From an optimization exercise on the open Yosys and OpenROAD flow, aimed at small area and few clock cycles; shortcuts taken in it are not production practice.
RTL that was checked went through simulation tests only; none was proved equivalent to the original.

==> try-xenon: inputs <==
==> flow/design.v <==
module pals2_rsc (
  input             clk,
  input             rst,           
  input             cmd_valid,
  input      [63:0] cmd_word,
  output            cmd_ready,
  output            rsp_valid,
  output reg  [3:0] rsp_flags,
  output reg [15:0] rsp_data,
  output            bus_req,
  output            bus_we,
  output      [6:0] bus_dev,
  output      [7:0] bus_addr,
  output reg  [7:0] bus_wdata,
  output      [3:0] bus_len,
  input             bus_done,
  input             bus_ack,
  input      [79:0] bus_rdata,
  input      [31:0] ms_now
);
  localparam [2:0] S_IDLE0 = 3'b000,    
                   S_IDLE1 = 3'b001,    
                   S_ZERO  = 3'b010,    
                   S_SEQ   = 3'b100,    
                   S_LAST  = 3'b101,    
                   S_ODT   = 3'b110,    
                   S_ODP   = 3'b111;    
  reg  [2:0] st;
  reg  [3:0] sh_prox;                   
  reg  [2:0] als_rate;                  
  reg  [1:0] gf_sel;
  reg  [2:0] int_pers;                  
  reg        int_ai;                    
  reg        int_pi;                    
  reg        cc_mode;
  reg [15:0] c_prox, c_als, c_blue1, c_blue2;
  reg        v_pa, v_bl;                
  reg  [1:0] hs_state;
  reg [31:0] t0;                        
  reg  [3:0] sticky;
  reg  [5:0] addr;                      
  reg        sel;                       
  wire [7:0] sh_prox8 = {4'h0, sh_prox};
  wire [7:0] sh_als8  = {3'h0, gf_sel, als_rate};
  wire [7:0] sh_int8  = {int_pers, 1'b0, int_ai, int_ai, int_pi, int_pi};
  assign bus_req   = st[2];
  assign cmd_ready = ~st[2] & ~st[1];
  assign rsp_valid = ~st[2] & ~st[1] & st[0];
  assign bus_dev   = 7'h2A;
  assign bus_addr  = {2'b00, addr};
  assign bus_we    = (st == S_SEQ) | (st == S_ODT) | ((st == S_LAST) & ~addr[4]);
  assign bus_len   = (st == S_ODP) ? {2'b00, addr[4], ~addr[4]} : (cc_mode ? 4'd10 : 4'd4);
  always @(*) begin
    if (addr[5])
      bus_wdata = addr[0] ? (addr[1] ? t0[15:8] : t0[7:0]) : 8'h00;
    else case (addr[2:0])
      3'd0: bus_wdata = (st == S_ODT) ? 8'h02 : 8'h01;
      3'd1: bus_wdata = sh_prox8;
      3'd3: bus_wdata = sh_als8;
      3'd4: bus_wdata = {6'h00, t0[0], st == S_LAST};
      3'd5: bus_wdata = sh_int8;
      default: bus_wdata = 8'h00;
    endcase
  end
  wire  [7:0] opc = cmd_word[7:0];
  wire [15:0] A   = cmd_word[31:16];
  wire [15:0] B   = cmd_word[47:32];
  wire res_zero = (cmd_word[15:8] == 8'h00) && (cmd_word[63:48] == 16'h0000);
  wire a_zero   = (A == 16'h0000);
  wire b_zero   = (B == 16'h0000);
  reg legal;
  always @(*) begin
    case (opc)
      8'h10, 8'h11, 8'h19, 8'h1A: legal = b_zero;
      8'h14, 8'h16:               legal = 1'b1;
      8'h18:                      legal = b_zero && (A[15:1] == 15'h0000);
      8'h01, 8'h12, 8'h13, 8'h15, 8'h17, 8'h20, 8'h21, 8'h22, 8'h23, 8'h24,
      8'h28, 8'h29, 8'h30, 8'h31, 8'h32, 8'h33, 8'h34, 8'h35:
                                  legal = a_zero && b_zero;
      default:                    legal = 1'b0;
    endcase
    legal = legal && res_zero;
  end
  wire invalid = (opc == 8'h10 || opc == 8'h11 || opc == 8'h1A) && a_zero;
  reg [2:0] msb7;
  always @(*) begin
    casez (A[6:0])
      7'b1??????: msb7 = 3'd6;
      7'b01?????: msb7 = 3'd5;
      7'b001????: msb7 = 3'd4;
      7'b0001???: msb7 = 3'd3;
      7'b00001??: msb7 = 3'd2;
      7'b000001?: msb7 = 3'd1;
      default:    msb7 = 3'd0;
    endcase
  end
  wire       a_ge128   = |A[15:7];
  wire       a_ge256   = |A[15:8];
  wire [2:0] prate     = A[7] ? 3'd7 : msb7;
  wire [2:0] pers      = a_ge128 ? 3'd7 : msb7;
  wire [2:0] arate     = (|A[15:3]) ? 3'd7 : A[2:0] - 3'd1;
  reg  [1:0] gain_sel;
  always @(*) begin
    case (A)
      16'd800:   gain_sel = 2'd1;
      16'd3200:  gain_sel = 2'd2;
      16'd25600: gain_sel = 2'd3;
      default:   gain_sel = 2'd0;
    endcase
  end
  reg [15:0] gf_x100;
  always @(*) begin
    case (gf_sel)
      2'd0: gf_x100 = 16'd8179;
      2'd1: gf_x100 = 16'd2217;
      2'd2: gf_x100 = 16'd602;
      default: gf_x100 = 16'd75;
    endcase
  end
  wire [15:0] status  = {7'h00, hs_state, gf_sel, cc_mode, sticky};
  wire [31:0] elapsed = ms_now - t0;
  wire        tmo     = elapsed > 32'd1000;
  wire accept = cmd_ready & cmd_valid;
  wire done   = st[2] & bus_done;
  always @(posedge clk) begin
    if (accept) begin
      t0[15:0] <= {B[7:0], A[7:0]};
      sel      <= opc[1] | opc[0];
    end else if (done && st == S_ODT)
      t0[15:0] <= ms_now[15:0];
    if (done && st == S_ODT)
      t0[31:16] <= ms_now[31:16];
    if (done && st == S_LAST && addr[4] && bus_ack) begin
      c_prox <= {bus_rdata[7:0], bus_rdata[15:8]};
      c_als  <= {bus_rdata[23:16], bus_rdata[31:24]};
      if (cc_mode) begin
        c_blue1 <= {bus_rdata[55:48], bus_rdata[63:56]};
        c_blue2 <= {bus_rdata[71:64], bus_rdata[79:72]};
      end
    end
    if (accept)
      rsp_flags <= {legal & invalid, ~legal, 2'b00};
    else if (done) begin
      if (!bus_ack)
        rsp_flags[0] <= 1'b1;
      if (st == S_ODP && !addr[4] && !(bus_ack && bus_rdata[6]) && tmo)
        rsp_flags[1] <= 1'b1;
    end
    if (accept) begin
      case (opc)
        8'h01, 8'h10, 8'h12, 8'h13:  addr <= 6'h01;
        8'h11, 8'h14, 8'h15, 8'h16, 8'h17: addr <= 6'h05;
        8'h18:                       addr <= 6'h04;
        8'h19, 8'h1A:                addr <= 6'h03;
        8'h20:                       addr <= 6'h10;
        default:                     addr <= 6'h00;
      endcase
    end else if (done) begin
      case (st)
        S_SEQ: begin
          if (!addr[5] && addr[2] && addr[0])
            addr <= {3'b100, sel, 2'b00};
          else if (!addr[5] && addr[2])
            addr <= 6'h00;
          else
            addr[2:0] <= addr[2:0] + 3'd1;
        end
        S_ODP: begin
          if (bus_ack && bus_rdata[6] || tmo)
            addr <= {4'b0100, sel, 1'b0};
        end
        default: ;
      endcase
    end
  end
  always @(posedge clk) begin
    if (rst) begin
      st       <= S_IDLE0;
      sh_prox  <= 4'h0;
      als_rate <= 3'd0;
      gf_sel   <= 2'd0;
      int_pers <= 3'd0;
      int_ai   <= 1'b0;
      int_pi   <= 1'b0;
      cc_mode  <= 1'b0;
      v_pa     <= 1'b0;
      v_bl     <= 1'b0;
      hs_state <= 2'd0;
      sticky   <= 4'h0;
      rsp_data <= 16'h0000;
    end else begin
      if (accept) begin
        sticky[3:2] <= sticky[3:2] | {legal & invalid, ~legal};
        st <= S_ZERO;
        if (legal && !invalid) begin
          case (opc)
            8'h01: begin
              sh_prox <= 4'h0; als_rate <= 3'd0; gf_sel <= 2'd0;
              st <= S_SEQ;
            end
            8'h10: begin
              sh_prox[2:0] <= a_ge256 ? 3'd0 : prate;
              if (a_ge256) sh_prox[3] <= 1'b1;
              st <= S_LAST;
            end
            8'h11: begin int_pers <= pers; st <= S_LAST; end
            8'h12: begin sh_prox[3] <= 1'b1; st <= S_LAST; end
            8'h13: begin sh_prox[3] <= 1'b0; st <= S_LAST; end
            8'h14: begin int_pi <= 1'b1; st <= S_SEQ; end
            8'h15: begin int_pi <= 1'b0; st <= S_LAST; end
            8'h16: begin int_ai <= 1'b1; st <= S_SEQ; end
            8'h17: begin int_ai <= 1'b1; st <= S_LAST; end
            8'h18: begin cc_mode <= 1'b1; st <= S_LAST; end
            8'h19: begin gf_sel <= gain_sel; st <= S_LAST; end
            8'h1A: begin als_rate <= arate; st <= S_LAST; end
            8'h20: st <= S_LAST;
            8'h28, 8'h29: begin hs_state <= 2'd1; st <= S_ODT; end
            8'h21: rsp_data <= v_pa ? c_prox : 16'h0000;
            8'h22: rsp_data <= v_pa ? c_als : 16'h0000;
            8'h23: rsp_data <= v_bl ? c_blue1 : 16'h0000;
            8'h24: rsp_data <= v_bl ? c_blue2 : 16'h0000;
            8'h30: rsp_data <= gf_x100;
            8'h31: rsp_data <= {8'h00, sh_prox8};
            8'h32: rsp_data <= 16'h0000;
            8'h33: rsp_data <= {8'h00, sh_als8};
            8'h34: rsp_data <= {8'h00, sh_int8};
            8'h35: rsp_data <= status;
            default: ;
          endcase
        end
      end else if (st == S_ZERO) begin
        st <= S_IDLE1;
      end else if (done) begin
        if (!bus_ack)
          sticky[0] <= 1'b1;
        case (st)
          S_SEQ: begin
            if ((!addr[5] && addr[2] && !addr[0]) || (addr[5] && addr[1:0] == 2'd2))
              st <= S_LAST;
          end
          S_LAST: begin
            st <= S_IDLE1;
            if (addr[4] && bus_ack) begin
              v_pa <= 1'b1;
              if (cc_mode) v_bl <= 1'b1;
            end
          end
          S_ODT: st <= S_ODP;
          default: begin  
            if (addr[4]) begin
              st <= S_IDLE1;
              if (bus_ack)
                rsp_data <= {bus_rdata[7:0], bus_rdata[15:8]};
            end else if (bus_ack && bus_rdata[6]) begin
              hs_state <= 2'd2;
            end else if (tmo) begin
              hs_state  <= 2'd3;
              sticky[1] <= 1'b1;
            end
          end
        endcase
      end
    end
  end
endmodule
==> flow/run.sh <==
#!/bin/bash
# synth_recipe.tcl (not shown) runs the flow's synth.tcl, then flattens the netlist and writes it again
# the make line also repeats each setting of config.mk as NAME=value (left out here)
make -C /OpenROAD-flow-scripts/flow DESIGN_CONFIG=/design/flow/config.mk WORK_HOME=/design/flow/orfs CLKGATE_MAP_FILE= SYNTH_SCRIPT=/design/flow/synth_recipe.tcl finish
==> flow/config.mk <==
export PLATFORM = sky130hd
export DESIGN_NAME = pals2_rsc
export DESIGN_NICKNAME = pals2_rsc
export VERILOG_FILES = /design/flow/design.v
export SDC_FILE = /design/flow/constraint.sdc
export NUM_CORES = 4
export LEC_CHECK = 0
export CAP_MARGIN = 20
export CORE_MARGIN = 2
export CORE_UTILIZATION = 40
export PLACE_DENSITY = 0.6
export SLEW_MARGIN = 20
==> flow/constraint.sdc <==
create_clock -name core_clock -period 5.0 [get_ports {clk}]
set_input_delay 1.0000 -clock core_clock [delete_from_list [all_inputs] [get_ports {clk}]]
set_output_delay 1.0000 -clock core_clock [all_outputs]
set_load 0.01 [all_outputs]
==> inputs of try-harbor, as changes to try-xenon <==
--- a/flow/design.v
+++ b/flow/design.v
@@ -120,4 +120,19 @@
   wire [15:0] status  = {7'h00, hs_state, gf_sel, cc_mode, sticky};
-  wire [31:0] elapsed = ms_now - t0;
-  wire        tmo     = elapsed > 32'd1000;
+  wire [10:0] el_bw;                    
+  wire  [9:0] el_lo;                    
+  wire [21:0] t0_carry;                 
+  assign el_bw[0]    = 1'b0;
+  assign t0_carry[0] = 1'b1;
+  genvar gi;
+  generate
+    for (gi = 0; gi < 10; gi = gi + 1) begin : g_lo
+      assign el_lo[gi]   = ms_now[gi] ^ t0[gi] ^ el_bw[gi];
+      assign el_bw[gi+1] = (~ms_now[gi] & t0[gi]) | (~(ms_now[gi] ^ t0[gi]) & el_bw[gi]);
+    end
+    for (gi = 1; gi < 22; gi = gi + 1) begin : g_hi
+      assign t0_carry[gi] = t0_carry[gi-1] & t0[gi+9];
+    end
+  endgenerate
+  wire        hi_same = ~|(ms_now[31:10] ^ t0[31:10] ^ ({22{el_bw[10]}} & t0_carry));
+  wire        tmo     = !hi_same || (&el_lo[9:5] && (el_lo[4] || (el_lo[3] && |el_lo[2:0])));
   wire accept = cmd_ready & cmd_valid;
==> flow/flow/run.sh (new file) <==
#!/bin/bash
set -euo pipefail
here=$(pwd)
# ORFS's synth.tcl, with the abc script replaced right after the preamble sets it
sed "s#^source \$::env(SCRIPTS_DIR)/synth_preamble.tcl\$#&\nset abc_args [lreplace \$abc_args 1 1 $here/flow/abc_area.script]#" \
  "$FLOW_HOME/scripts/synth.tcl" > "$here/synth_area.tcl"
grep -q "abc_area.script" "$here/synth_area.tcl"
# The standard flow's synthesis script, sourcing the copy above instead of ORFS's synth.tcl
sed "s#^source \$::env(SCRIPTS_DIR)/synth.tcl\$#source $here/synth_area.tcl#" \
  "$here/synth_recipe.tcl" > "$here/synth_top.tcl"
grep -q "synth_area.tcl" "$here/synth_top.tcl"
export BUFFER_PORTS_ARGS="-buffer_cell sky130_fd_sc_hd__buf_1"
bash standard.sh SYNTH_SCRIPT="$here/synth_top.tcl" finish > "$here/standard.log" 2>&1
==> flow/flow/abc_area.script (new file) <==
strash
&get -n
&fraig -x
&put
scorr
dc2
dretime
strash
balance
rewrite
refactor
balance
rewrite
rewrite -z
balance
refactor -z
rewrite -z
balance
&get -n
&dch -f
&nf -R 1000
&put
==> flow/standard.sh (new file) <==
#!/bin/bash
# synth_recipe.tcl (not shown) runs the flow's synth.tcl, then flattens the netlist and writes it again
# the make line also repeats each setting of config.mk as NAME=value (left out here)
make -C /OpenROAD-flow-scripts/flow DESIGN_CONFIG=/design/flow/config.mk WORK_HOME=/design/flow/orfs CLKGATE_MAP_FILE= SYNTH_SCRIPT=/design/flow/synth_recipe.tcl "${@:-finish}"
removed: flow/run.sh
==> out/results.txt <==
Layout Check Fails: negative setup slack
Multi-input gate share of total cell area: 0.366
Slowest cell on the critical path: fa_2
Area occupied by multi-input gates: 3590 sq um
Status: failed layout checks
Fill cells: 1759
Final Setup Violations: 9
End of the critical path: hs_state[1]
Setup slack after layout: -1.54 ns
# the run above: try-harbor

==> out/results.txt <==
Status: finished clean
End of the critical path: addr[1]
Final Setup Violations: 0
Fill cells: 2246
Slowest cell on the critical path: a2111oi_0
Maximum root-to-sink buffer count: 2
Setup slack after layout: 0.589 ns
# the run above: try-xenon

Testbench counts of try-xenon, summed over its fixed seeds: cycles 22,592.
No functional check of the RTL was part of try-harbor.

[static timing again, ports no longer ideal]
The flow's constraints put no driver on any port. The routed layouts listed below were extracted and timed again, unchanged, in two steps.
Step 1, drivers: a clkbuf_16 drives clk and a buf_2 each remaining input, both assumed.
Step 2 also shifts input and output timing later by t, the mid clock arrival at the registers, as if the neighbouring blocks saw the same clock.
a / b / c = no drivers / after step 1 / after step 2; a / b = the first two.
| run | t (ns) | setup WS [ns] | latest minus earliest clock arrival (ns) | cell pins on the clock port's net |
|---|---|---|---|---|
| try-xenon | 0.476 | 0.589 / 0.613 / 0.137 | 0.012 / 0.012 | 1 |
| try-harbor | 0.468 | -1.545 / -1.540 / -2.008 | 0.009 / 0.008 | 1 |
For try-harbor, which loses most, drivers alone change the setup slack by +0.005 ns; drivers and shift together by -0.463 ns.
